Background: an optimization exercise with open tools, aiming at small area. Do not read the settings as production practice. In this exercise RTL edits were held to simulation tests only and were not proved equivalent to the original. No driver is modelled on the clock port, so clocking that relies on it looks cheaper here than on a real chip. Power figures rest on the tool's default switching activity, not on a simulated workload.

## run F
Design piacom_rch, start of the top module:
module piacom_rch (
    input  wire        clk,
    input  wire        rst_n,
    input  wire        op_valid,
    input  wire [31:0] op_word,
    output wire        op_ready,
    output wire [2:0]  fault,
    output reg         started,
    input  wire        sw_n,
    output wire        sw_pullup,
    output reg         rst_out,
    output reg         rst_oe,
    output reg         tclk,
    output reg         tclk_oe,
    output reg         stb,
    output reg         stb_oe,
    input  wire        rdy,
    output reg         rtr,
    output reg         rtr_oe,
    input  wire        da,
    output reg         exp_init,
    output reg         exp_req,
    output reg         exp_we,
    output reg         exp_dev,
    output reg  [1:0]  exp_reg,
    output reg  [7:0]  exp_wdata,
    input  wire        exp_ack,
    input  wire [7:0]  exp_rdata,
    output reg         ser_init,
    input  wire        rx_avail,
    input  wire [7:0]  rx_data,
    output reg         rx_pop,
    output reg         tx_valid,
    output reg  [7:0]  tx_data,
    input  wire        tx_ready,
    output reg         have,
    output reg  [7:0]  rxb
);
Size in the first run: about 490 cells after synthesis, ~110 I/O pins, about 3800 um^2 of cells after synthesis.
clock: 10.0 ns
lec_check: 0
cap_margin: 20
core_margin: 2
core_utilization: 40
gpl_timing_driven: 0
slew_margin: 20
standard.sh (not shown) runs the stock make flow with config.mk's settings and CLKGATE_MAP_FILE= SYNTH_SCRIPT=/design/flow/synth_recipe.tcl, a recipe that flattens the netlist after the stock synthesis.
==> flow/flow/run.sh <==
#!/bin/bash
# Layout flow: the standard synthesis, then its logic (not its
# flip-flops) re-mapped for area with Yosys/ABC, then the standard ORFS
# layout with the smallest buffer on each port and a clock tree of small
# buffers.  Each tool's output goes to a log file in the work folder.
set -euo pipefail
WORK=$(pwd)
R=$WORK/orfs/results/$FLOW_PLATFORM/piacom_rch/base
LIB=$FLOW_HOME/platforms/$FLOW_PLATFORM/lib/sky130_fd_sc_hd__tt_025C_1v80.lib
YOSYS=$(command -v yosys || echo "$FLOW_HOME/../tools/install/yosys/bin/yosys")

export BUFFER_PORTS_ARGS="-buffer_cell sky130_fd_sc_hd__buf_1"
export CTS_ARGS="-sink_clustering_enable -repair_clock_nets -buf_list {sky130_fd_sc_hd__clkbuf_4 sky130_fd_sc_hd__clkbuf_8} -dont_use_dummy_load"

# 1. standard synthesis
bash standard.sh synth > "$WORK/synth.log" 2>&1

# 2. re-map the logic, keeping flip-flops and tie cells as they are; each
#    candidate must be proven equal to the standard netlist, the smallest
#    one is kept (the standard netlist if none is)
STD=$R/1_2_yosys_std.v
cp "$R/1_2_yosys.v" "$STD"
DONT_USE=$(grep -o 'cell ("sky130_fd_sc_hd__[a-z0-9_]*")' "$LIB" | grep -E 'lpflow|probe' | sed 's/cell ("//; s/")//' | tr '\n' ' ')
KEEP=$(grep -o 'sky130_fd_sc_hd__[a-z0-9_]*' "$STD" | sort -u | grep -E '__(e?df|sdf|dl|conb)' | tr '\n' ' ')
best=""; best_area=""
for s in area area2; do
  cand=$R/1_2_yosys_$s.v
  if LIB="$LIB" DONT_USE="$DONT_USE" NETLIST="$STD" TOP="$FLOW_TOP" KEEP_CELLS="$KEEP" \
       ABC_SCRIPT="$WORK/flow/$s.abc" OUT="$cand" \
       "$YOSYS" -c "$WORK/flow/remap.tcl" > "$WORK/remap_$s.log" 2>&1 &&
     python3 "$WORK/flow/qnames.py" "$STD" "$cand" > "$WORK/qnames_$s.log" 2>&1 &&
     LIB="$LIB" GOLD="$STD" GATE="$cand" TOP="$FLOW_TOP" \
       "$YOSYS" -c "$WORK/flow/check.tcl" > "$WORK/check_$s.log" 2>&1; then
    a=$(grep 'Chip area for module' "$WORK/remap_$s.log" | tail -1 | awk '{print $NF}')
    echo "$s: proven equal, area $a" >> "$WORK/remap_choice.log"
    if [[ -z "$best" ]] || awk -v a="$a" -v b="$best_area" 'BEGIN{exit !(a<b)}'; then
      best=$cand; best_area=$a
    fi
  else
    echo "$s: refused" >> "$WORK/remap_choice.log"
  fi
done
if [[ -n "$best" ]]; then
  cp "$best" "$R/1_2_yosys.v"
  echo "using $best ($best_area)" >> "$WORK/remap_choice.log"
  rm -f "$R/1_synth.odb" "$R/1_synth.sdc"
else
  echo "using the standard netlist" >> "$WORK/remap_choice.log"
fi

# 3. layout from the chosen netlist
bash standard.sh > "$WORK/layout.log" 2>&1
Other scripts of this flow, unchanged in this note and not shown: flow/flow/area.abc, flow/flow/area2.abc, flow/flow/check.tcl, flow/flow/qnames.py, flow/flow/remap.tcl
Run F completed every stage of the flow, and the final layout passed the timing, design-rule and antenna checks.
Modified inputs, run K compared to run F
# run F
export LEC_CHECK = 0
export CAP_MARGIN = 20
export CORE_MARGIN = 2
export CORE_UTILIZATION = 40
export GPL_TIMING_DRIVEN = 0
export SLEW_MARGIN = 20
create_clock -name core_clock -period 10.0 [get_ports {clk}]
# run K
export LEC_CHECK = 0
export CAP_MARGIN = 20
export CORE_MARGIN = 2
export CORE_UTILIZATION = 70
export GPL_TIMING_DRIVEN = 0
export PLACE_DENSITY = 0.8
export SLEW_MARGIN = 20
create_clock -name core_clock -period 10.0 [get_ports {clk}]
diff --git a/flow/flow/run.sh b/flow/flow/run.sh
--- a/flow/flow/run.sh
+++ b/flow/flow/run.sh
@@ -11,5 +11,6 @@
 
 export BUFFER_PORTS_ARGS="-buffer_cell sky130_fd_sc_hd__buf_1"
-export CTS_ARGS="-sink_clustering_enable -repair_clock_nets -buf_list {sky130_fd_sc_hd__clkbuf_4 sky130_fd_sc_hd__clkbuf_8} -dont_use_dummy_load"
+export CTS_ARGS="-sink_clustering_enable -repair_clock_nets -buf_list sky130_fd_sc_hd__clkbuf_4 -dont_use_dummy_load"
+export POST_CTS_TCL="$WORK/flow/post_cts.tcl"
 
 # 1. standard synthesis
@@ -24,5 +25,5 @@
 KEEP=$(grep -o 'sky130_fd_sc_hd__[a-z0-9_]*' "$STD" | sort -u | grep -E '__(e?df|sdf|dl|conb)' | tr '\n' ' ')
 best=""; best_area=""
-for s in area area2; do
+for s in area area2 area3 area4 area5 area6; do
   cand=$R/1_2_yosys_$s.v
   if LIB="$LIB" DONT_USE="$DONT_USE" NETLIST="$STD" TOP="$FLOW_TOP" KEEP_CELLS="$KEEP" \
==> flow/flow/area3.abc (new file) <==
&get -n
&st
&synch2
&dch -f
&nf -R 1000
&put
mfs2 -a
strash
&get -n
&st
&synch2
&dch -f
&nf -R 1000
&put
mfs2 -a
strash
&get -n
&st
&synch2
&dch -f
&nf -R 1000
&put
strash
&get -n
&st
&dch -f
&nf -R 1000
&put
topo
==> flow/flow/area4.abc (new file) <==
&get -n
&st
&dc2
&dch -f
&nf -R 1000
&put
mfs2 -a
strash
&get -n
&st
&dc2
&dch -f
&nf -R 1000
&put
strash
&get -n
&st
&dch -f
&nf -R 1000
&put
topo
==> flow/flow/area5.abc (new file) <==
strash
dch -f
map -a
mfs2 -a
strash
&get -n
&st
&dch -f
&nf -R 1000
&put
mfs2 -a
strash
&get -n
&st
&dch -f
&nf -R 1000
&put
topo
==> flow/flow/area6.abc (new file) <==
&get -n
&st
&dch -f
&nf -R 1000
&put
mfs2 -a
strash
&get -n
&st
&syn2
&dch -f
&nf -R 1000
&put
strash
&get -n
&st
&dch -f
&nf -R 1000
&put
topo
==> flow/flow/post_cts.tcl (new file) <==
# After clock tree synthesis: upsize the clock tree's root buffer and each
# buffer whose flip-flop clock pins would see a slow edge (estimated from
# placement, with margin), then legalize the placement again.
estimate_parasitics -placement
set target 0.100
set upsized 0
foreach inst [get_cells *] {
  if {[get_property $inst ref_name] ne "sky130_fd_sc_hd__clkbuf_4"} { continue }
  set opin [get_pins -of_objects $inst -filter "direction == output"]
  set net [get_nets -of_objects $opin]
  set worst 0.0
  set ff 0
  foreach p [get_pins -of_objects $net -filter "direction == input"] {
    set s [get_property $p slew_max]
    if {$s > $worst} { set worst $s }
    if {[get_property $p is_register_clock]} { incr ff }
  }
  if {$ff == 0 || $worst > $target} {
    replace_cell $inst sky130_fd_sc_hd__clkbuf_8
    incr upsized
    puts "post-CTS: [get_full_name $inst] to clkbuf_8 (sinks $ff, slew [format %.3f $worst])"
  }
}
puts "post-CTS: upsized $upsized clock buffers"
if {$upsized > 0} {
  detailed_placement
  check_placement -verbose
  estimate_parasitics -placement
}
Results
Run K went all the way through the flow, and no timing, DRC or antenna check failed. Side by side, power density over the cells turned out higher in run K than in run F. Sort run F and run K by post-DP HPWL desc -> top: run F. Summary of run K over run F: later-pin clock latency in the skew report ~0 delta, relative area change from synthesis to final layout -2.7 points, global-route met2 utilization +27 points. Taking run F as the reference, in run K non-filler instance count after layout saw a decrease, vertical die dimension -23%. Compared with run F, run K is more frugal on power. Diff run F -> run K | die area | decrease of 4300 um^2. Looking at count of vias placed by the detailed router, run K sits above run F.

what the ideal ports hide:
How much do the figures lean on ideal ports? The routed layouts below were timed once more, with nothing changed but the port constraints.
Step 1 sets driving cells, clkbuf_16 on the clock port and buf_2 on the other inputs (assumed; they add their load-dependent delay and slew).
Step 2 moves the port delays by t, midway between the first and last clock arrival at a register: inputs arrive t later, outputs are due t later. That takes back most of the time a late clock gives input paths.
a / b / c = ideal ports / drivers / drivers and shift; a / b = the first two.
run | shift t [ns] | setup WS [ns] | worst data-port slew with drivers (ns)
run F | 0.369 | 5.925 / 5.891 / 6.148 | 0.04
run K | 0.374 | 6.042 / 6.014 / 6.127 | 0.04
After both steps every run listed still meets setup and hold.
